From an optimization exercise on the open Yosys and OpenROAD flow, aimed at small area, a short achievable clock period and few clock cycles per item; shortcuts taken in it are not production practice. The RTL was checked by simulation tests, not by an equivalence proof against the original design. The clock port is modelled as an ideal driver; clocking choices that lean on that would not hold on a real chip.

==> flow/design.v, too long to show whole: its modules and the start of the top module <==
// module m31_mac_cs: 1562 lines
// module m31_cpa: 144 lines
// module rpe_rom: 112 lines
// module rpe_m31: 171 lines
module rpe_m31 (
    input  wire        clk,
    input  wire        rst,
    input  wire        in_valid,
    output wire        in_ready,
    input  wire [30:0] in_x0,
    input  wire [30:0] in_x1,
    input  wire [30:0] in_x2,
    output wire        out_valid,
    input  wire        out_ready,
    output wire [30:0] out_x0,
    output wire [30:0] out_x1,
    output wire [30:0] out_x2
);
  // ...
==> flow/flow/run.sh <==
#!/bin/bash
# The standard layout (the standard.sh: ORFS with the standard synthesis),
# with two changes to how it is made:
#  - timing repair is asked to leave more setup slack than the 25 ns clock
#    needs, so that it also works on the paths that set the achieved period;
#  - the port buffers that every input and output gets start as buf_1 cells
#    (timing repair upsizes the ones on critical paths).
# The clock, the constraints and every other step stay as they are.
set -o pipefail
bash standard.sh SETUP_SLACK_MARGIN=18.9 \
  "BUFFER_PORTS_ARGS=-buffer_cell sky130_fd_sc_hd__buf_1" \
  finish > standard_flow.log 2>&1
==> flow/standard.sh <==
#!/bin/bash
# synth_recipe.tcl (not shown) runs the flow's synth.tcl, then flattens the netlist and writes it again
# the make line also repeats each setting of config.mk as NAME=value (left out here)
make -C /OpenROAD-flow-scripts/flow DESIGN_CONFIG=/design/flow/config.mk WORK_HOME=/design/flow/orfs CLKGATE_MAP_FILE= SYNTH_SCRIPT=/design/flow/synth_recipe.tcl "${@:-finish}"
==> flow/config.mk <==
export PLATFORM = sky130hd
export DESIGN_NAME = rpe_m31
export DESIGN_NICKNAME = rpe_m31
export VERILOG_FILES = /design/flow/design.v
export SDC_FILE = /design/flow/constraint.sdc
export NUM_CORES = 4
export LEC_CHECK = 0
export CAP_MARGIN = 20
export CORE_MARGIN = 2
export CORE_UTILIZATION = 60
export PLACE_DENSITY = 0.75
export SLEW_MARGIN = 20
==> flow/constraint.sdc <==
create_clock -name core_clock -period 25.0 [get_ports {clk}]
set_input_delay 5.0000 -clock core_clock [delete_from_list [all_inputs] [get_ports {clk}]]
set_output_delay 5.0000 -clock core_clock [all_outputs]
set_load 0.01 [all_outputs]
==> flow_summary.toml, run 1 <==
[yosys]
synth-warning-count = 4
synthSimpleGateAreaFrac_pct = 8.596

[drt]
wl_per_cell_um = 31.54
viasPerCell = 7.365
dr.pass1.iters = 10

[timing]
tightest_slew_ns = 1.335
finalHoldViolations = 0
slew_headroom_pct = 10.30

[clocking]
clockBufferDepth = 3
htree_levels = 2
clk_pin_slew_worst_paths_ns = 0.07
cts_setup_buffers = 71
cts_tree = "yes"

[critical_path]
r2r_slack_ns = 18.69
worstPathBufferInverterCount = 2
worstPathArrival_ns = 6.78
r2r_start = "k_brd"
crit_top_cell = "fa_1"
critical_path_class = "reg -> reg"
r2r_cells = 13

[final_layout]
syn_to_final_growth_pct = 12.07
fillers = 4758
final_cell_area_sq_um = 41580

[global_route]
grtUsageMet1_pct = 55.61
globalRouteMet3Util_pct = 18.40

[die]
core_sq_um = 61370

[hold_path]
min_to = "r_d[7]"

[outcome]
status = "timing/DRC/antenna clean"
Testbench counts, summed over its fixed seeds: cycles 129,536, items 64.
==> module rpe_m31, before the edit <==
module rpe_m31 (
    input  wire        clk,
    input  wire        rst,
    input  wire        in_valid,
    output wire        in_ready,
    input  wire [30:0] in_x0,
    input  wire [30:0] in_x1,
    input  wire [30:0] in_x2,
    output wire        out_valid,
    input  wire        out_ready,
    output wire [30:0] out_x0,
    output wire [30:0] out_x1,
    output wire [30:0] out_x2
);
    localparam [3:0] LAST_ROUND = 4'd13;
    localparam [5:0] LAST_OP    = 6'd47;
    reg         idle;        
    reg         done;        
    wire        run = ~idle & ~done;
    reg  [1:0]  c_slot;
    reg  [5:0]  c_op;        
    reg  [3:0]  c_round;
    reg         c_pro;       
    reg         c_fin;       
    reg         k_aconst;    
    reg         k_brd, k_bx0, k_bx1, k_bx2, k_bx3;    
    reg         k_crc, k_crd;                       
    reg         k_wx, k_wx3;                        
    reg         k_last;
    reg  [1:0]  k_row;       
    reg  [1:0]  k_off;       
    reg  [3:0]  k_round;
    reg         k_half;
    reg  [30:0] xr  [0:2];   
    reg  [30:0] x3r [0:2];   
    reg  [30:0] cs_s, cs_t;  
    reg  [30:0] r;           
    reg  [30:0] r_d;         
    wire [30:0] mds_val;
    wire [30:0] rc_val;
    rpe_rom u_rom (
        .row     (k_row),
        .off     (k_off),
        .mds_val (mds_val),
        .round   (k_round),
        .half    (k_half),
        .rc_val  (rc_val)
    );
    wire [30:0] op_a = k_aconst ? mds_val : r_d;
    wire [30:0] op_b = ({31{k_brd}} & r_d)
                     | ({31{k_bx0}} & xr[0])
                     | ({31{k_bx1}} & xr[1])
                     | ({31{k_bx2}} & xr[2])
                     | ({31{k_bx3}} & x3r[0]);
    wire [30:0] op_c = ({31{k_crc}} & rc_val)
                     | ({31{k_crd}} & r_d);
    wire [30:0] mac_s, mac_t, sum;
    m31_mac_cs u_mac (.a(op_a), .b(op_b), .c(op_c), .s(mac_s), .t(mac_t));
    m31_cpa    u_cpa (.s(cs_s), .t(cs_t), .y(sum));
    always @(posedge clk) begin
        cs_s <= mac_s;
        cs_t <= mac_t;
        r    <= sum;
        r_d  <= r;
    end
    wire [30:0] r_w = (&r_d) ? 31'd0 : r_d;
    always @(posedge clk) begin
        x3r[0] <= x3r[1];
        x3r[1] <= x3r[2];
        x3r[2] <= k_wx3 ? r_w : x3r[0];
    end
    wire [30:0] xr2_rot = k_wx ? r_w : xr[0];
    always @(posedge clk) begin
        xr[0] <= ({31{idle}} & in_x0) | ({31{run}} & xr[1])  | ({31{done}} & xr[0]);
        xr[1] <= ({31{idle}} & in_x1) | ({31{run}} & xr[2])  | ({31{done}} & xr[1]);
        xr[2] <= ({31{idle}} & in_x2) | ({31{run}} & xr2_rot) | ({31{done}} & xr[2]);
    end
    assign in_ready  = idle;
    assign out_valid = done;
    assign out_x0    = xr[0];
    assign out_x1    = xr[1];
    assign out_x2    = xr[2];
    reg         d_aconst, d_brd, d_bx0, d_bx1, d_bx2, d_bx3, d_crc, d_crd, d_wx, d_wx3, d_last;
    reg  [1:0]  d_off;
    always @(*) begin
        d_aconst = 1'b0;
        d_brd = 1'b1; d_bx0 = 1'b0; d_bx1 = 1'b0; d_bx2 = 1'b0; d_bx3 = 1'b0;
        d_crc = 1'b0; d_crd = 1'b0;
        d_wx = 1'b0; d_wx3 = 1'b0; d_last = 1'b0;
        d_off = 2'd0;
        if (c_pro) begin
            d_aconst = 1'b1; d_off = 2'd3;
            d_brd = 1'b0; d_bx0 = 1'b1;
        end else if (c_fin) begin
            d_wx = 1'b1;
            d_last = (c_slot == 2'd2);
        end else begin
            case (c_op)
            6'd0, 6'd6: d_wx = 1'b1;                       
            6'd1, 6'd9, 6'd10, 6'd11, 6'd38, 6'd39, 6'd40, 6'd42, 6'd43: ;   
            6'd13, 6'd14, 6'd15, 6'd16, 6'd18, 6'd19, 6'd20, 6'd21: ;       
            6'd23, 6'd24, 6'd25, 6'd26, 6'd28, 6'd29, 6'd30, 6'd31: ;       
            6'd33, 6'd34, 6'd35, 6'd36: ;                                   
            6'd8: d_wx3 = 1'b1;                            
            6'd2, 6'd7, 6'd41, 6'd44: begin                
                d_brd = 1'b0; d_bx0 = 1'b1;
            end
            6'd12, 6'd17, 6'd22, 6'd27, 6'd32, 6'd37: begin    
                d_brd = 1'b0; d_bx3 = 1'b1;
            end
            6'd3, 6'd45: begin                             
                d_aconst = 1'b1; d_off = 2'd0;
                d_crc = 1'b1; d_wx = 1'b1;
            end
            6'd4, 6'd46: begin                             
                d_aconst = 1'b1; d_off = 2'd1;
                d_brd = 1'b0; d_bx1 = 1'b1; d_crd = 1'b1;
            end
            6'd5, 6'd47: begin                             
                d_aconst = 1'b1; d_off = 2'd2;
                d_brd = 1'b0; d_bx2 = 1'b1; d_crd = 1'b1;
            end
            default: ;
            endcase
        end
    end
    always @(posedge clk) begin
        if (rst) begin
            idle <= 1'b1;
            done <= 1'b0;
        end else if (idle) begin
            if (in_valid) idle <= 1'b0;
        end else if (done) begin
            if (out_ready) begin
                done <= 1'b0;
                idle <= 1'b1;
            end
        end else if (k_last) begin
            done <= 1'b1;
        end
    end
    always @(posedge clk) begin
        if (idle) begin
            k_aconst <= 1'b1; k_off <= 2'd3; k_row <= 2'd0;
            k_brd <= 1'b0; k_bx0 <= 1'b1; k_bx1 <= 1'b0; k_bx2 <= 1'b0; k_bx3 <= 1'b0;
            k_crc <= 1'b0; k_crd <= 1'b0; k_wx <= 1'b0; k_wx3 <= 1'b0; k_last <= 1'b0;
            k_round <= 4'd0; k_half <= 1'b0;
            c_slot <= 2'd1; c_op <= 6'd0; c_round <= 4'd0; c_pro <= 1'b1; c_fin <= 1'b0;
        end else begin
            k_aconst <= d_aconst; k_off <= d_off; k_row <= c_slot;
            k_brd <= d_brd; k_bx0 <= d_bx0; k_bx1 <= d_bx1; k_bx2 <= d_bx2; k_bx3 <= d_bx3;
            k_crc <= d_crc; k_crd <= d_crd; k_wx <= d_wx; k_wx3 <= d_wx3;
            k_last <= d_last & run;
            k_round <= c_round; k_half <= (c_op >= 6'd6);
            if (c_slot != 2'd2) begin
                c_slot <= c_slot + 2'd1;
            end else begin
                c_slot <= 2'd0;
                if (c_pro) begin
                    c_pro <= 1'b0;
                end else if (c_op != LAST_OP) begin
                    c_op <= c_op + 6'd1;
                end else begin
                    c_op <= 6'd0;
                    if (c_round != LAST_ROUND) c_round <= c_round + 4'd1;
                    else c_fin <= 1'b1;
                end
            end
        end
    end
endmodule
==> run 2: changes to the inputs <==
--- a/flow/design.v
+++ b/flow/design.v
@@ -1832,7 +1832,14 @@
 );
+    localparam integer NL = 4;             
+    localparam integer CW = 3;             
     localparam [3:0] LAST_ROUND = 4'd13;
     localparam [5:0] LAST_OP    = 6'd47;
-    reg         idle;        
-    reg         done;        
-    wire        run = ~idle & ~done;
+    reg           fill;      
+    reg           run;       
+    reg           outp;      
+    reg  [CW-1:0] cnt;       
+    reg           in_rdy;    
+    reg           out_vld;   
+    wire take_in  = in_rdy & in_valid;
+    wire take_out = out_vld & out_ready;
     reg  [1:0]  c_slot;
@@ -1851,7 +1858,2 @@
     reg         k_half;
-    reg  [30:0] xr  [0:2];   
-    reg  [30:0] x3r [0:2];   
-    reg  [30:0] cs_s, cs_t;  
-    reg  [30:0] r;           
-    reg  [30:0] r_d;         
     wire [30:0] mds_val;
@@ -1866,36 +1868,33 @@
     );
-    wire [30:0] op_a = k_aconst ? mds_val : r_d;
-    wire [30:0] op_b = ({31{k_brd}} & r_d)
-                     | ({31{k_bx0}} & xr[0])
-                     | ({31{k_bx1}} & xr[1])
-                     | ({31{k_bx2}} & xr[2])
-                     | ({31{k_bx3}} & x3r[0]);
-    wire [30:0] op_c = ({31{k_crc}} & rc_val)
-                     | ({31{k_crd}} & r_d);
-    wire [30:0] mac_s, mac_t, sum;
-    m31_mac_cs u_mac (.a(op_a), .b(op_b), .c(op_c), .s(mac_s), .t(mac_t));
-    m31_cpa    u_cpa (.s(cs_s), .t(cs_t), .y(sum));
-    always @(posedge clk) begin
-        cs_s <= mac_s;
-        cs_t <= mac_t;
-        r    <= sum;
-        r_d  <= r;
-    end
-    wire [30:0] r_w = (&r_d) ? 31'd0 : r_d;
-    always @(posedge clk) begin
-        x3r[0] <= x3r[1];
-        x3r[1] <= x3r[2];
-        x3r[2] <= k_wx3 ? r_w : x3r[0];
-    end
-    wire [30:0] xr2_rot = k_wx ? r_w : xr[0];
-    always @(posedge clk) begin
-        xr[0] <= ({31{idle}} & in_x0) | ({31{run}} & xr[1])  | ({31{done}} & xr[0]);
-        xr[1] <= ({31{idle}} & in_x1) | ({31{run}} & xr[2])  | ({31{done}} & xr[1]);
-        xr[2] <= ({31{idle}} & in_x2) | ({31{run}} & xr2_rot) | ({31{done}} & xr[2]);
-    end
-    assign in_ready  = idle;
-    assign out_valid = done;
-    assign out_x0    = xr[0];
-    assign out_x1    = xr[1];
-    assign out_x2    = xr[2];
+    wire [31*3*(NL+1)-1:0] lane_x;         
+    assign lane_x[93*NL +: 93] = {93{1'b0}};
+    genvar gi;
+    generate
+        for (gi = 0; gi < NL; gi = gi + 1) begin : g_lane
+            wire ld_in   = fill & (cnt == gi);
+            wire ld_next = take_out;
+            wire hold    = ~ld_in & ~ld_next & ~run;
+            rpe_lane u_lane (
+                .clk      (clk),
+                .k_aconst (k_aconst),
+                .k_brd    (k_brd), .k_bx0 (k_bx0), .k_bx1 (k_bx1), .k_bx2 (k_bx2), .k_bx3 (k_bx3),
+                .k_crc    (k_crc), .k_crd (k_crd),
+                .k_wx     (k_wx),  .k_wx3 (k_wx3),
+                .mds_val  (mds_val),
+                .rc_val   (rc_val),
+                .ld_in    (ld_in),
+                .ld_next  (ld_next),
+                .rot      (run),
+                .hold     (hold),
+                .in_x     ({in_x2, in_x1, in_x0}),
+                .next_x   (lane_x[93*(gi+1) +: 93]),
+                .x        (lane_x[93*gi +: 93])
+            );
+        end
+    endgenerate
+    assign in_ready  = in_rdy;
+    assign out_valid = out_vld;
+    assign out_x0    = lane_x[0  +: 31];
+    assign out_x1    = lane_x[31 +: 31];
+    assign out_x2    = lane_x[62 +: 31];
     reg         d_aconst, d_brd, d_bx0, d_bx1, d_bx2, d_bx3, d_crc, d_crd, d_wx, d_wx3, d_last;
@@ -1946,13 +1945,37 @@
         if (rst) begin
-            idle <= 1'b1;
-            done <= 1'b0;
-        end else if (idle) begin
-            if (in_valid) idle <= 1'b0;
-        end else if (done) begin
+            fill    <= 1'b1;
+            run     <= 1'b0;
+            outp    <= 1'b0;
+            cnt     <= {CW{1'b0}};
+            in_rdy  <= 1'b1;
+            out_vld <= 1'b0;
+        end else if (fill) begin
+            if (take_in) begin
+                cnt <= cnt + 1'b1;
+                if (cnt == NL - 1) begin
+                    fill   <= 1'b0;
+                    run    <= 1'b1;
+                    in_rdy <= 1'b0;
+                end
+            end else if (cnt != {CW{1'b0}}) begin
+                fill   <= 1'b0;
+                run    <= 1'b1;
+                in_rdy <= 1'b0;
+            end
+        end else if (run) begin
+            if (k_last) begin
+                run     <= 1'b0;
+                outp    <= 1'b1;
+                out_vld <= 1'b1;
+            end
+        end else if (outp) begin
             if (out_ready) begin
-                done <= 1'b0;
-                idle <= 1'b1;
+                cnt <= cnt - 1'b1;
+                if (cnt == 1) begin
+                    outp    <= 1'b0;
+                    out_vld <= 1'b0;
+                    fill    <= 1'b1;
+                    in_rdy  <= 1'b1;
+                end
             end
-        end else if (k_last) begin
-            done <= 1'b1;
         end
@@ -1960,3 +1983,3 @@
     always @(posedge clk) begin
-        if (idle) begin
+        if (~run) begin
             k_aconst <= 1'b1; k_off <= 2'd3; k_row <= 2'd0;
@@ -1970,3 +1993,3 @@
             k_crc <= d_crc; k_crd <= d_crd; k_wx <= d_wx; k_wx3 <= d_wx3;
-            k_last <= d_last & run;
+            k_last <= d_last;
             k_round <= c_round; k_half <= (c_op >= 6'd6);
@@ -1989 +2012,56 @@
 endmodule
+module rpe_lane (
+    input  wire        clk,
+    input  wire        k_aconst,
+    input  wire        k_brd, k_bx0, k_bx1, k_bx2, k_bx3,
+    input  wire        k_crc, k_crd,
+    input  wire        k_wx, k_wx3,
+    input  wire [30:0] mds_val,
+    input  wire [30:0] rc_val,
+    input  wire        ld_in,        
+    input  wire        ld_next,      
+    input  wire        rot,          
+    input  wire        hold,         
+    input  wire [92:0] in_x,
+    input  wire [92:0] next_x,
+    output wire [92:0] x
+);
+    reg  [30:0] xr  [0:2];   
+    reg  [30:0] x3r [0:2];   
+    reg  [30:0] cs_s, cs_t;  
+    reg  [30:0] r;           
+    reg  [30:0] r_d;         
+    wire [30:0] op_a = k_aconst ? mds_val : r_d;
+    wire [30:0] op_b = ({31{k_brd}} & r_d)
+                     | ({31{k_bx0}} & xr[0])
+                     | ({31{k_bx1}} & xr[1])
+                     | ({31{k_bx2}} & xr[2])
+                     | ({31{k_bx3}} & x3r[0]);
+    wire [30:0] op_c = ({31{k_crc}} & rc_val)
+                     | ({31{k_crd}} & r_d);
+    wire [30:0] mac_s, mac_t, sum;
+    m31_mac_cs u_mac (.a(op_a), .b(op_b), .c(op_c), .s(mac_s), .t(mac_t));
+    m31_cpa    u_cpa (.s(cs_s), .t(cs_t), .y(sum));
+    always @(posedge clk) begin
+        cs_s <= mac_s;
+        cs_t <= mac_t;
+        r    <= sum;
+        r_d  <= r;
+    end
+    wire [30:0] r_w = (&r_d) ? 31'd0 : r_d;
+    always @(posedge clk) begin
+        x3r[0] <= x3r[1];
+        x3r[1] <= x3r[2];
+        x3r[2] <= k_wx3 ? r_w : x3r[0];
+    end
+    wire [30:0] xr2_rot = k_wx ? r_w : xr[0];
+    always @(posedge clk) begin
+        xr[0] <= ({31{ld_in}} & in_x[0  +: 31]) | ({31{ld_next}} & next_x[0  +: 31])
+               | ({31{rot}} & xr[1])  | ({31{hold}} & xr[0]);
+        xr[1] <= ({31{ld_in}} & in_x[31 +: 31]) | ({31{ld_next}} & next_x[31 +: 31])
+               | ({31{rot}} & xr[2])  | ({31{hold}} & xr[1]);
+        xr[2] <= ({31{ld_in}} & in_x[62 +: 31]) | ({31{ld_next}} & next_x[62 +: 31])
+               | ({31{rot}} & xr2_rot) | ({31{hold}} & xr[2]);
+    end
+    assign x = {xr[2], xr[1], xr[0]};
+endmodule
==> flow/flow/run.sh (replaced) <==
#!/bin/bash
# The standard layout (the standard.sh: ORFS with the standard synthesis),
# with changes only to how hard timing repair works and to the port buffers:
#  - the port buffers that every input and output gets start as buf_1 cells
#    (timing repair upsizes the ones on critical paths);
#  - timing repair is asked to leave more setup slack than the 25 ns clock
#    needs, so that it also works on the paths that set the achieved period:
#    up to CTS it aims at 6.5 ns; after CTS the paths to the output ports are
#    measured (clock tree delay, flip-flop and port buffer), and the repair after
#    global routing aims just below that floor, since the internal paths need
#    not be faster than the output paths.
# The clock, the constraints and every other step stay as they are.
set -o pipefail
BUF="BUFFER_PORTS_ARGS=-buffer_cell sky130_fd_sc_hd__buf_1"
bash standard.sh SETUP_SLACK_MARGIN=18.5 "$BUF" cts > flow_to_cts.log 2>&1 || exit 1
openroad -no_init -exit flow/measure.tcl > measure.log 2>&1
M=$(awk '/^OUTSLACK/ { m = $2 + 0.05; if (m > 19.3) m = 19.3; if (m < 15) m = 15; printf "%.2f", m }' measure.log)
if [ -z "$M" ]; then M=18.5; fi
echo "margin after CTS: $M" > margin.log
bash standard.sh SETUP_SLACK_MARGIN=$M "$BUF" finish > flow_finish.log 2>&1
==> flow/flow/measure.tcl (new file) <==
# Worst setup slack of the paths to the output ports after CTS (placement
# parasitics): the output paths set a floor on the period that timing repair
# of the internal paths cannot lower.
set res orfs/results/sky130hd/rpe_m31/base
set plat $::env(FLOW_HOME)/platforms/sky130hd
read_db $res/4_cts.odb
read_liberty $plat/lib/sky130_fd_sc_hd__tt_025C_1v80.lib
read_sdc $res/4_cts.sdc
source $plat/setRC.tcl
estimate_parasitics -placement
set_propagated_clock [all_clocks]
set paths [find_timing_paths -path_delay max -to [all_outputs] -group_path_count 1]
puts "OUTSLACK [get_property [lindex $paths 0] slack]"
puts "WORSTSLACK [sta::worst_slack_cmd max]"
--- a/flow/config.mk
+++ b/flow/config.mk
@@ -9,4 +9,4 @@
 export CORE_MARGIN = 2
-export CORE_UTILIZATION = 60
-export PLACE_DENSITY = 0.75
+export CORE_UTILIZATION = 40
+export PLACE_DENSITY = 0.6
 export SLEW_MARGIN = 20
==> flow_summary.toml, run 2 <==
[critical_path]
crit_slowest_cell = "dfxtp_4"
worstPathBufferInverterCount = 1
cp.required_ns = 20.00
critPathCaptureType = "output pin"
worstPathArrival_ns = 1.48
crit_path_start_kind = "register"
crit_chain = "buf_6"
worstPathMaxFanout = 2
critical_path_class = "reg -> out"
cpPeakStageDelay_ns = 0.46
crit_family = "flip-flops"

[outcome]
status = "timing/DRC/antenna clean"

[final_layout]
biggestRegsByFlops = "g_lane.u_lane.x3r x372, g_lane.u_lane.xr x372"
final_common_cell = "a22oi_1"
syn_to_final_growth_pct = 9.719
nets = 14750
final_util_pct = 44.14
drive_above_1_share_pct = 9.542
layout_common_cells = "2001 x a22oi_1, 1867 x fa_1, 1781 x xor2_1"

[clocking]
clockBufferDepth = 4
htree_levels = 4
cts-buffers-inserted = 158
cts_tree = "yes"
cts_root_buf = "clkbuf_16"
insertion_delay_ns = 0.92
hold_buffers = 0
clk_pin_slew_worst_paths_ns = 0.07
cts.sinks = 1318

[global_route]
grt-ovfl-total = 0
grt_pass1_vias = 112800
grt_pass1_wl_um = 854900
antenna_found_initial = 64
track_usage_pct = 36.23
grt_start_max_net_pins = 165

[timing]
rsz0062_at_grt = "true"
tns_ns = 0
slew_headroom_pct = 7.711
layout_min_cycle_time_ns = 6.477
tightest_slew_ns = 1.384
report.final.slew_viol_count = 0
finalHoldViolations = 0
max_freq_mhz = 154.4
clock_skew_ns = 0.06346
fin_crit_sh_pct = 25.91
setup_viol = 0

[yosys]
syn_nets = 15320
netlist.top_cell.by_area = "fa_1"
netlist_instances = 13120
yosysSeqAreaShare_pct = 20.60
syn_avg_cell_area_sq_um = 9.760
synth_area_leaders = "fa_1 29%, dfxtp_1 21%, xor2_1 12%, a22oi_1 12%, a222oi_1 3.6%"
async_flop_share_pct = 0
synth-edff-count = 0
ys_ff_latch = 1318
synth_flop_cell = "dfxtp_1"
post_synth_num_cell_types = 79
synth-warning-count = 5
post-synth-top-count-cell = "a22oi_1"
netlist_top_cells_count = "2003 x a22oi_1, 1867 x fa_1, 1781 x xor2_1, 1318 x dfxtp_1, 1189 x clkbuf_1"
yosys.area.top_type_share_pct = 29.19
netlist_area_sq_um = 128100

[drt]
first_iter_violations = 19400
ant_nets = 0
vias = 113800
viasPerCell = 6.727
dr.pass1.iters = 17
wl_um = 601800
wl_per_cell_um = 35.59
drc = 0

[place]
globalplace.congestion = 1.022
io_buffers = 191
place_hpwl_um = 393400

[die]
num_rows = 207
core_sq_um = 318300
die_x_um = 569.8
die_h_um = 569.8
io-pin-count = 192
dieArea_sq_um = 324700
start_util_pct = 40.23

[flow_run]
drv_cap = 0

[hold_path]
min_path_type = "reg -> reg"
## run 2: cell types whose count changed in the layout (fill, tap and decap cells not counted), moves of 227 or more
cell	before	now
a22oi_1	649	2001
fa_1	469	1867
buf_4	178	418
a222oi_1	27	463
o21ai_0	182	409
nand2_1	295	839
xor2_1	444	1781
dfxtp_1	282	1221
inv_1	204	619
a21oi_1	135	418
## run 2: cells by family after synthesis
logic type               synth area share (%)
AO/OA/AOI/OAI                           22.38
XOR/XNOR                                12.70
adder cells (fa/ha/maj)                 31.43
buffers and inverters                   5.968
flip-flops                              20.60
multiplexers                           0.4387
AND/OR/NAND/NOR                         6.479
## run 2: final cells by class
cell class,count,area (sq um)
fillers,30540,177800
multi-input cells,9786,95810
flip-flops and latches,1318,26580
well taps,4180,5230
repair buffers,663,5066
clock buffers,205,4400
inverters,628,2374
clock inverters,81,927.1
diodes,50,125.1
## run 2: repair_timing
| item | 4_1_cts | 5_1_grt |
|---|---|---|
| pin swaps | 3 | 10 |
| cloned | 3 | 5 |
| endpoints found under the setup margin | 412 | 352 |
| gates resized for setup | 280 | 138 |
| buffers inserted | 5 | 19 |
## run 2: metrics by stage
| stage | cells | worst slack [ns] | hold WS [ns] | area (sq um) |
|---|---|---|---|---|
| after detailed placement | 16540 | 17.26 | 0.3121 | 133300 |
| after CTS | 16840 | 18.48 | 0.2899 | 139500 |
| final | 16910 | 18.52 | 0.3033 | 140500 |
| after global placement | 16540 | 17.25 | 0.3096 | 133200 |
| after global routing | 16900 | 18.47 | 0.3030 | 140500 |
| after floorplan | 13120 | 18.59 | 0.3096 | 128100 |
## run 2: worst paths after layout
path	from	endpoint	slack, ns	cells after the start
hold reg to reg	g_lane[1].u_lane.r[11]	g_lane[1].u_lane.r_d[11]	0.30	0
setup reg to reg	k_brd	g_lane[0].u_lane.cs_t[26]	18.57	14
hold / removal	g_lane[1].u_lane.r[11]	g_lane[1].u_lane.r_d[11]	0.30	0
setup / recovery	g_lane[0].u_lane.xr[0][9]	out_x0[9]	18.52	1
## run 2: per-layer routing
layer / track usage [%] / wire length [um]
met4: 30.21 / 61800
met2: 50.70 / 246300
met3: 13.63 / 84380
met5: 0.4165 / 256
met1: 43.88 / 209100
Testbench counts of run 2, summed over its fixed seeds: cycles 32,480, items 64.
==> run 3: changes to the inputs <==
--- a/flow/design.v
+++ b/flow/design.v
@@ -1832,4 +1832,4 @@
 );
-    localparam integer NL = 4;             
-    localparam integer CW = 3;             
+    localparam integer NL = 2;             
+    localparam integer CW = 2;             
     localparam [3:0] LAST_ROUND = 4'd13;
==> flow_summary.toml, run 3 <==
[yosys]
async_flop_share_pct = 0
post_synth_num_cell_types = 92
netlist_instances = 7120
post-synth-top-count-cell = "a22oi_1"
yosysSeqAreaShare_pct = 20.34
ys_ff_latch = 697
synth-edff-count = 0
netlist_top_cells_count = "1007 x a22oi_1, 935 x fa_1, 888 x xor2_1, 697 x dfxtp_1, 438 x nand2_1"
yosys.area.top_type_share_pct = 27.29
netlist_area_sq_um = 68580
synth_area_leaders = "fa_1 27%, dfxtp_1 20%, xor2_1 11%, a22oi_1 11%, a222oi_1 3.4%"
syn_avg_cell_area_sq_um = 9.633
synth_flop_cell = "dfxtp_1"
syn_nets = 8286
netlist.top_cell.by_area = "fa_1"
synth-warning-count = 5

[final_layout]
syn_to_final_growth_pct = 8.467
layout_common_cells = "1007 x a22oi_1, 935 x fa_1, 888 x xor2_1"
final_cell_area_sq_um = 74390
drive_above_1_share_pct = 8.788
final_common_cell = "a22oi_1"
fillers = 16200
biggestRegsByFlops = "g_lane.u_lane.x3r x186, g_lane.u_lane.xr x186"
nets = 8054

[critical_path]
crit_family = "flip-flops"
path_depth = 1
crit_chain = "buf_1"
worstPathMaxFanout = 4
cp.required_ns = 20.00
r2r_cells = 15
worstPathBufferInverterCount = 1
critPathCaptureType = "output pin"
critPathLaunch = "g_lane[0].u_lane.xr[1][17]"
r2r_start = "k_brd"
endpoint = "out_x1[17]"
r2r_slack_ns = 18.67
cpPeakStageDelay_ns = 0.47
crit_slowest_cell = "dfxtp_1"
critical_path_class = "reg -> out"
worstPathArrival_ns = 1.43
rr_endpoint = "g_lane[1].u_lane.cs_s[0]"
crit_path_start_kind = "register"

[die]
die_h_um = 418.1
core_sq_um = 169800
io-pin-count = 192
num_rows = 151
start_util_pct = 40.38
dieArea_sq_um = 174800
die_x_um = 418.1

[global_route]
grt_start_max_net_pins = 165
grt-ovfl-total = 0
grt_pass1_vias = 62170
grt_pass1_wl_um = 441000
antenna_found_initial = 18
track_usage_pct = 33.96

[clocking]
insertion_delay_ns = 0.73
clockBufferDepth = 3
cts.sinks = 697
clk_pin_slew_worst_paths_ns = 0.06
cts_root_buf = "clkbuf_16"
cts_tree = "yes"
htree_levels = 3
cts-buffers-inserted = 78

[drt]
first_iter_violations = 10990
dr.pass1.iters = 13
wl_per_cell_um = 32.89
vias = 62520
drc = 0
wl_um = 302100
viasPerCell = 6.806
ant_nets = 0

[place]
place_hpwl_um = 198300
place_ws_ns = 17.86
io_buffers = 191
postPlaceCellArea_sq_um = 71130
globalplace.congestion = 1.001

[outcome]
status = "timing/DRC/antenna clean"

[timing]
fin_crit_sh_pct = 25.74
setup_slack_ns = 18.57
tns_ns = 0
layout_min_cycle_time_ns = 6.434
tightest_slew_ns = 1.259
setup_viol = 0
max_freq_mhz = 155.4
clock_skew_ns = 0.07595
finalHoldViolations = 0
slew_headroom_pct = 16.08
report.final.slew_viol_count = 0
rsz0062_at_grt = "true"

[hold_path]
min_path_type = "reg -> reg"

[flow_run]
drv_cap = 0
## run 3: worst min-delay path by stage
stage	start	to	slack [ns]	cells after the start
after floorplan	g_lane[0].u_lane.r[0]	g_lane[0].u_lane.r_d[0]	0.31	0
after global placement	g_lane[0].u_lane.x3r[2][24]	g_lane[0].u_lane.x3r[1][24]	0.31	0
after detailed placement	g_lane[0].u_lane.x3r[1][22]	g_lane[0].u_lane.x3r[0][22]	0.31	0
after CTS	g_lane[0].u_lane.x3r[2][19]	g_lane[0].u_lane.x3r[1][19]	0.29	0
after global routing	g_lane[0].u_lane.x3r[2][19]	g_lane[0].u_lane.x3r[1][19]	0.30	0
final	g_lane[0].u_lane.x3r[2][19]	g_lane[0].u_lane.x3r[1][19]	0.29	0
## run 3: through the flow
stage | instances | utilization, % | hold WS (ns)
6_report | 9185 | 43.80 | 0.2871
3_5_place_dp | 9008 | 41.88 | 0.3121
2_1_floorplan | 7120 | - | 0.3096
4_1_cts | 9167 | 43.66 | 0.2888
3_3_place_gp | 9007 | 41.87 | 0.3097
5_1_grt | 9176 | 43.79 | 0.3017
## run 3: repair_timing
| item | in CTS | in global routing |
|---|---|---|
| gates cloned | 1 | 0 |
| hold buffers | 0 | 0 |
| setup buffers | 13 | 4 |
| gates resized for setup | 16 | 41 |
| pin swaps | 6 | 3 |
| endpoints found under the setup margin | 125 | 188 |
## run 3: area by class of cell
type	instances	area, sq um	share of cell area, %
well taps	2218	2775	3.730
diodes	14	35.03	0.04709
flip-flops and latches	697	13990	18.81
multi-input cells	5268	50600	68.01
inverters	407	1536	2.065
clock buffers	109	2251	3.026
repair buffers	436	2659	3.574
clock inverters	36	548.0	0.7367
## run 3: kinds of logic (layout without fill, tap and decap cells)
| logic type | after synthesis | in the layout | synth area share [%] |
|---|---|---|---|
| compound gates | 2210 | 2211 | 23.74 |
| buf+inv | 1156 | 988 | 6.869 |
| fa+ha+maj | 1069 | 1069 | 29.74 |
| simple gates | 1026 | 1026 | 6.936 |
| xor+xnor | 920 | 920 | 11.75 |
| flops | 697 | 697 | 20.34 |
| mux | 42 | 42 | 0.6221 |
| other cells | 0 | 14 | 0 |
## run 3: worst register-to-register path: cells and delay by family (launching register included)
family	cells	cell delay, ns
compound gates	1	0.57
xor+xnor	1	0.25
fa+ha+maj	7	3.42
buf+inv	4	1.21
flops	1	0.31
simple gates	2	0.49
## run 3: layer usage
layer  vias up  routed length [um]  track usage (%)
met2      5284              125800            48.93
met1     31100              110900            43.23
li1      24850                   -                -
met3      1271               42620            12.27
met4        12               22540            20.79
met5         -                 258                0
Testbench counts of run 3, summed over its fixed seeds: cycles 64,832, items 64.

port drivers added, routing unchanged:
In the flow no input, the clock included, has a driving cell. The finished layouts below were timed again as built, in two steps. Step 1: set_driving_cell puts a clkbuf_16 on clk and a buf_2 on each other input, an assumption about the parent block. Step 2 moves the port delays by t, midway between the first and last clock arrival at a register: inputs arrive t later, outputs are due t later. That takes back most of the time a late clock gives input paths. a / b / c = no drivers / after step 1 / after step 2; a / b = the first two.
run | t, ns | slack for setup (ns) | hold slack, ns | worst data-port slew with drivers (ns)
run 1 | 0.664 | 18.688 / 18.688 / 18.688 | 0.290 / 0.290 / 0.290 | 0.10
run 2 | 0.994 | 18.523 / 18.415 / 17.644 | 0.303 / 0.303 / 0.303 | 0.35
run 3 | 0.777 | 18.566 / 18.483 / 17.961 | 0.287 / 0.287 / 0.287 | 0.21
After both steps setup and hold are still met in every run listed. The setup slack of run 2, which loses most, moves by -0.108 ns with the drivers and by -0.879 ns with both steps.
